From an optimization exercise on the open Yosys and OpenROAD flow, aimed at small area, a short achievable clock period and few clock cycles per item; shortcuts taken in it are not production practice. In this exercise RTL edits were held to simulation tests only and were not proved equivalent to the original. No activity file was given, so power comes from the tool's default toggle rates.

== P ==
Design bitwriter_unit, start of the top module:
module bitwriter_unit (
  input             clk,
  input             rst,
  input             cmd_valid,
  output            cmd_ready,
  input      [7:0]  cmd_op,
  input      [63:0] cmd_arg0,
  input      [31:0] cmd_arg1,
  output            m_valid,
  output     [7:0]  m_data,
  input             m_ready,
  input      [1:0]  m_resp,
  input      [63:0] m_pos,
  input      [63:0] m_len,
  input             m_seekable,
  output reg        m_close,
  output            l_valid,
  output     [7:0]  l_data,
  input             l_ready,
  input      [1:0]  l_resp,
  input      [63:0] l_pos,
  input      [63:0] l_len,
  input             l_seekable,
  output reg        l_close,
  output            rsp_valid,
  output     [3:0]  rsp_status,
  output     [63:0] rsp_res
);
clock: 5.0 ns
lec_check: 0
cap_margin: 20
core_margin: 2
core_utilization: 40
slew_margin: 20
standard.sh (not shown) runs the stock make flow with config.mk's settings and CLKGATE_MAP_FILE= SYNTH_SCRIPT=/design/flow/synth_recipe.tcl, a recipe that flattens the netlist after the stock synthesis.
==> flow/flow/run.sh <==
#!/bin/bash
# Standard ORFS layout, with the port buffers made from buf_1 cells instead of the
# default choice; the full make output goes to standard.log.
set -euo pipefail
export BUFFER_PORTS_ARGS="-buffer_cell sky130_fd_sc_hd__buf_1"
bash standard.sh > standard.log 2>&1
Testbench counts of P, summed over its fixed seeds: cycles 7,958, items 4,000.
### P -> Q
diff --git a/flow/config.mk b/flow/config.mk
--- a/flow/config.mk
+++ b/flow/config.mk
@@ -9,3 +9,4 @@
 export CORE_MARGIN = 2
 export CORE_UTILIZATION = 40
+export SETUP_SLACK_MARGIN = 1.0
 export SLEW_MARGIN = 20
Results
- Looking at total number of cells along the worst setup path, Q sits 2 above P.
- Per the comparison of Q with P, leakage power climbed about 3.7%; worst path setup slack after routing went up 0.55 ns; non-clock buffer contribution to total cell area picked up an extra 1.2 points.
- P → Q: design area climbed 2.7%; sequential share of layout area now smaller.

========
the previous run:
The RTL this note starts from:
==> flow/design.v <==
module bitwriter_unit (
  input             clk,
  input             rst,
  input             cmd_valid,
  output            cmd_ready,
  input      [7:0]  cmd_op,
  input      [63:0] cmd_arg0,
  input      [31:0] cmd_arg1,
  output            m_valid,
  output     [7:0]  m_data,
  input             m_ready,
  input      [1:0]  m_resp,
  input      [63:0] m_pos,
  input      [63:0] m_len,
  input             m_seekable,
  output reg        m_close,
  output            l_valid,
  output     [7:0]  l_data,
  input             l_ready,
  input      [1:0]  l_resp,
  input      [63:0] l_pos,
  input      [63:0] l_len,
  input             l_seekable,
  output reg        l_close,
  output            rsp_valid,
  output     [3:0]  rsp_status,
  output     [63:0] rsp_res
);
  localparam ST_OK       = 4'd0;
  localparam ST_EOS      = 4'd1;
  localparam ST_INVALID  = 4'd3;
  localparam ST_ILLSTATE = 4'd4;
  localparam ST_IOERR    = 4'd6;
  localparam ST_ILLCMD   = 4'd7;
  localparam ST_NOTSUPP  = 4'd8;
  reg        att_m, att_l;
  reg [7:0]  buf_m, buf_l;
  reg [3:0]  cur_m, cur_l;
  reg        busy;        
  reg        e_l;         
  reg        e_rep;       
  reg        e_x;         
  reg [2:0]  e_m;         
  reg [2:0]  e_r;         
  reg [63:0] e_dat;       
  reg [7:0]  e_head;      
  reg [3:0]  e_cur;       
  reg        e_first;     
  reg        e_flush;     
  reg        e_close;     
  reg        r_valid;
  reg [3:0]  r_status;
  reg        r_l;         
  reg        r_len;       
  wire       e_rdy  = e_l ? l_ready : m_ready;
  wire [1:0] e_resp = e_l ? l_resp  : m_resp;
  wire [27:0] e_q   = e_dat[27:0];
  wire       e_last = e_rep ? (e_x ? (e_q == 28'd0) : (e_q == 28'd1)) : (e_m == 3'd0);
  wire [71:0] e_ext = {8'd0, e_dat};
  wire [15:0] e_win = e_ext[{e_m, 3'b000} +: 16];
  wire [15:0] e_sh  = e_win >> e_r;
  wire [7:0] e_byte = e_rep ? {8{e_dat[28]}} : e_sh[7:0];
  wire [7:0] e_low  = e_flush ? 8'h00 : (8'hFF >> e_cur);
  wire [7:0] x_byte = e_first ? (e_head | (e_byte & e_low)) : e_byte;
  wire e_go   = busy && e_rdy;
  wire e_fail = e_go && (e_resp != 2'd0);
  wire e_done = e_go && (e_resp == 2'd0) && e_last;
  assign m_valid = busy && !e_l;
  assign l_valid = busy && e_l;
  assign m_data  = x_byte;
  assign l_data  = {x_byte[0], x_byte[1], x_byte[2], x_byte[3],
                    x_byte[4], x_byte[5], x_byte[6], x_byte[7]};
  assign cmd_ready = !busy || (e_done && !e_close);
  wire   acc       = cmd_valid && cmd_ready;
  wire        u      = (cmd_op[7:4] == 4'h5);
  wire [3:0]  fn     = cmd_op[3:0];
  wire        op_ok  = ((cmd_op[7:4] == 4'h3) || u) && (fn <= 4'd8);
  wire        att    = u ? att_l : att_m;
  wire [7:0]  wbuf   = u ? buf_l : buf_m;
  wire [3:0]  wcur   = u ? cur_l : cur_m;
  wire        seek   = u ? l_seekable : m_seekable;
  wire        f_open  = (fn == 4'd0);
  wire        f_bit   = (fn == 4'd1);
  wire        f_b32   = (fn == 4'd2);
  wire        f_b64   = (fn == 4'd3);
  wire        f_rep   = (fn == 4'd4);
  wire        f_pos   = (fn == 4'd5) || (fn == 4'd6);
  wire        f_write = f_bit || f_b32 || f_b64 || f_rep;
  wire        f_fl    = (fn == 4'd7) || (fn == 4'd8);
  wire        neg     = cmd_arg1[31];
  wire        bad     = (f_b32 && (neg || (cmd_arg1[30:5] != 26'd0))) ||
                        (f_b64 && (neg || (cmd_arg1[30:6] != 25'd0))) ||
                        (f_rep && neg);
  wire        zero    = !f_bit && (cmd_arg1 == 32'd0);
  wire        rep     = f_bit || f_rep;
  wire        v       = cmd_arg0[0];
  wire [2:0]  nl      = f_bit ? 3'd1 : cmd_arg1[2:0];
  wire [27:0] nh      = f_bit ? 28'd0 : cmd_arg1[30:3];
  wire [3:0]  s       = {1'b0, wcur[2:0]} + {1'b0, nl};
  wire [2:0]  r       = s[2:0];
  wire        k0      = !s[3] && (nh == 28'd0);
  wire        w_go    = op_ok && att && f_write && !bad && !zero && !wcur[3];
  wire        fl_go   = op_ok && att && f_fl;
  wire        emit    = (w_go && !k0) || (fl_go && (wcur != 4'd0));
  wire [7:0]  topr    = ~(8'hFF >> r);
  wire [7:0]  topc    = ~(8'hFF >> wcur[2:0]);
  wire [7:0]  tbits   = rep ? {8{v}} : (cmd_arg0[7:0] << (4'd8 - {1'b0, r}));
  wire [7:0]  nbuf    = k0 ? (wbuf | (tbits & topr & ~topc)) : (tbits & topr);
  reg [3:0] st;
  always @* begin
    if (!op_ok)               st = ST_ILLCMD;
    else if (f_open)          st = ST_OK;
    else if (!att)            st = ST_ILLSTATE;
    else if (f_write) begin
      if (bad)                st = ST_INVALID;
      else if (zero)          st = ST_OK;
      else if (wcur[3])       st = ST_ILLSTATE;
      else                    st = ST_OK;
    end
    else if (f_pos && !seek)  st = ST_NOTSUPP;
    else                      st = ST_OK;
  end
  wire        e_res = e_fail || (e_done && !e_close);
  assign rsp_valid  = r_valid || e_res;
  assign rsp_status = e_res ? (e_fail ? (e_resp[1] ? ST_IOERR : ST_EOS) : ST_OK) : r_status;
  wire [63:0] rp    = r_l ? (r_len ? l_len : l_pos) : (r_len ? m_len : m_pos);
  wire [3:0]  rcur  = r_l ? cur_l : cur_m;
  assign rsp_res    = {rp[60:0] + {60'd0, rcur[3]}, rcur[2:0]};
  always @(posedge clk) begin
    if (rst) begin
      att_m <= 1'b0; buf_m <= 8'd0; cur_m <= 4'd0;
      att_l <= 1'b0; buf_l <= 8'd0; cur_l <= 4'd0;
      busy    <= 1'b0;
      r_valid <= 1'b0;
      m_close <= 1'b0;
      l_close <= 1'b0;
    end else begin
      r_valid <= 1'b0;
      m_close <= 1'b0;
      l_close <= 1'b0;
      if (e_go) begin
        e_first <= 1'b0;
        e_m     <= e_m - 3'd1;
        e_x     <= 1'b0;
        if (e_rep && !e_x) e_dat[27:0] <= e_q - 28'd1;
        if (e_fail || e_last) busy <= 1'b0;
        if (e_fail) begin
          if (e_l) begin att_l <= 1'b1; buf_l <= x_byte; cur_l <= e_flush ? e_cur : 4'd8; end
          else     begin att_m <= 1'b1; buf_m <= x_byte; cur_m <= e_flush ? e_cur : 4'd8; end
        end else if (e_last && e_close) begin
          r_valid  <= 1'b1;
          r_status <= ST_OK;
          if (e_l) l_close <= 1'b1; else m_close <= 1'b1;
        end
      end
      if (acc) begin
        r_valid  <= !emit;
        r_status <= st;
        r_l      <= u;
        r_len    <= fn[1];
        if (emit) begin
          busy    <= 1'b1;
          e_l     <= u;
          e_rep   <= rep && !fl_go;
          e_x     <= s[3];
          e_m     <= fl_go ? 3'd0 : (nh[2:0] - {2'd0, !s[3]});
          e_r     <= r;
          e_dat   <= (rep && !fl_go) ? {cmd_arg0[63:29], v, nh} : cmd_arg0;
          e_head  <= wbuf;
          e_cur   <= wcur;
          e_first <= 1'b1;
          e_flush <= fl_go;
          e_close <= fn[3];
        end
        if (op_ok) begin
          if (f_open) begin
            if (u) begin att_l <= 1'b1; buf_l <= 8'd0; cur_l <= 4'd0; end
            else   begin att_m <= 1'b1; buf_m <= 8'd0; cur_m <= 4'd0; end
          end else if (w_go) begin
            if (u) begin buf_l <= nbuf; cur_l <= {1'b0, r}; end
            else   begin buf_m <= nbuf; cur_m <= {1'b0, r}; end
          end else if (fl_go) begin
            if (u) begin att_l <= 1'b0; buf_l <= 8'd0; cur_l <= 4'd0; end
            else   begin att_m <= 1'b0; buf_m <= 8'd0; cur_m <= 4'd0; end
            if (wcur == 4'd0 && fn[3]) begin
              if (u) l_close <= 1'b1; else m_close <= 1'b1;
            end
          end
        end
      end
    end
  end
endmodule
Settings: LEC_CHECK=0, CAP_MARGIN=20, CORE_MARGIN=2, CORE_UTILIZATION=40, SETUP_SLACK_MARGIN=1.5, SLEW_MARGIN=20; clock period 5.0 ns.
Scripts as last shown in full above: flow/flow/run.sh
The previous run completed; timing, DRC and antenna clean
Testbench counts of the previous run, summed over its fixed seeds: cycles 7,958, items 4,000.
#### Input delta (the current run over the previous run)
# the previous run
export LEC_CHECK = 0
export CAP_MARGIN = 20
export CORE_MARGIN = 2
export CORE_UTILIZATION = 40
export SETUP_SLACK_MARGIN = 1.5
export SLEW_MARGIN = 20
create_clock -name core_clock -period 5.0 [get_ports {clk}]
# the current run
export LEC_CHECK = 0
export CAP_MARGIN = 20
export CORE_MARGIN = 2
export CORE_UTILIZATION = 40
export SLEW_MARGIN = 20
create_clock -name core_clock -period 5.0 [get_ports {clk}]
==> flow/run.sh (new file) <==
#!/bin/bash
# synth_recipe.tcl (not shown) runs the flow's synth.tcl, then flattens the netlist and writes it again
# the make line also repeats each setting of config.mk as NAME=value (left out here)
make -C /OpenROAD-flow-scripts/flow DESIGN_CONFIG=/design/flow/config.mk WORK_HOME=/design/flow/orfs CLKGATE_MAP_FILE= SYNTH_SCRIPT=/design/flow/synth_recipe.tcl finish
removed: flow/flow/run.sh
removed: flow/standard.sh
==> notes.md <==
On count of flip-flops with a built-in enable after synthesis, the previous run and the current run are basically level. Summary of the current run over the previous run: leakage power total saw a decrease; global-route wire length before repair went down; clock group share of total power went up by 2.5 points; final worst-path cycle share moved up. The current run ended up with sky130_fd_sc_hd__clkdlybuf4s50_1 as its master of the slowest instance on the critical path; the previous run ended up with sky130_fd_sc_hd__nor4_4. On post-route worst hold slack: the current run sits above the previous run. sky130_fd_sc_hd__buf_1 as the most frequent standard cell in the layout excluding fill and tap cells was reported by the previous run, and sky130_fd_sc_hd__clkdlybuf4s50_1 by the current run. When the final numbers for the previous run and the current run were put side by side, the final critical delay including setup and external delays turned out to be smaller in the previous run. Insertion delay to the later sink of the worst-skew pair of the previous run is on par with the current run. The current run — routed wire length about 13% lower, the previous run as reference. Of the previous run and the current run, the lower placed cell count belongs to the previous run.

## what the ideal ports hide
How much do the figures lean on ideal ports? The routed layouts below were timed once more, with nothing changed but the port constraints.
Step 1: set_driving_cell puts a clkbuf_16 on clk and a buf_2 on each other input, an assumption about the parent block.
Step 2, shift: input delay + t, output delay - t, t = (earliest + latest rising clock arrival at the registers) / 2. This alone moves slack from input paths to output paths.
a / b / c = no drivers / after step 1 / after step 2; a / b = the first two.
| run | t (ns) | setup slack, ns | slew at the worst register clock pin (ns) | worst data-port slew with drivers (ns) |
|---|---|---|---|---|
| P | 0.492 | 0.555 / 0.583 / 0.091 | 0.08 / 0.08 | 0.13 |
| Q | 0.492 | 1.105 / 1.086 / 0.621 | 0.07 / 0.07 | 0.17 |
| the previous run | 0.478 | 0.533 / 0.496 / 0.496 | 0.07 / 0.07 | 0.17 |
| the current run | 0.460 | 0.072 / -0.024 / -0.024 | 0.06 / 0.06 | 0.15 |
Met with ideal ports but missed after step 2: setup timing in the current run. For Q, which loses most, drivers alone change the setup slack by -0.019 ns; drivers and shift together by -0.484 ns.
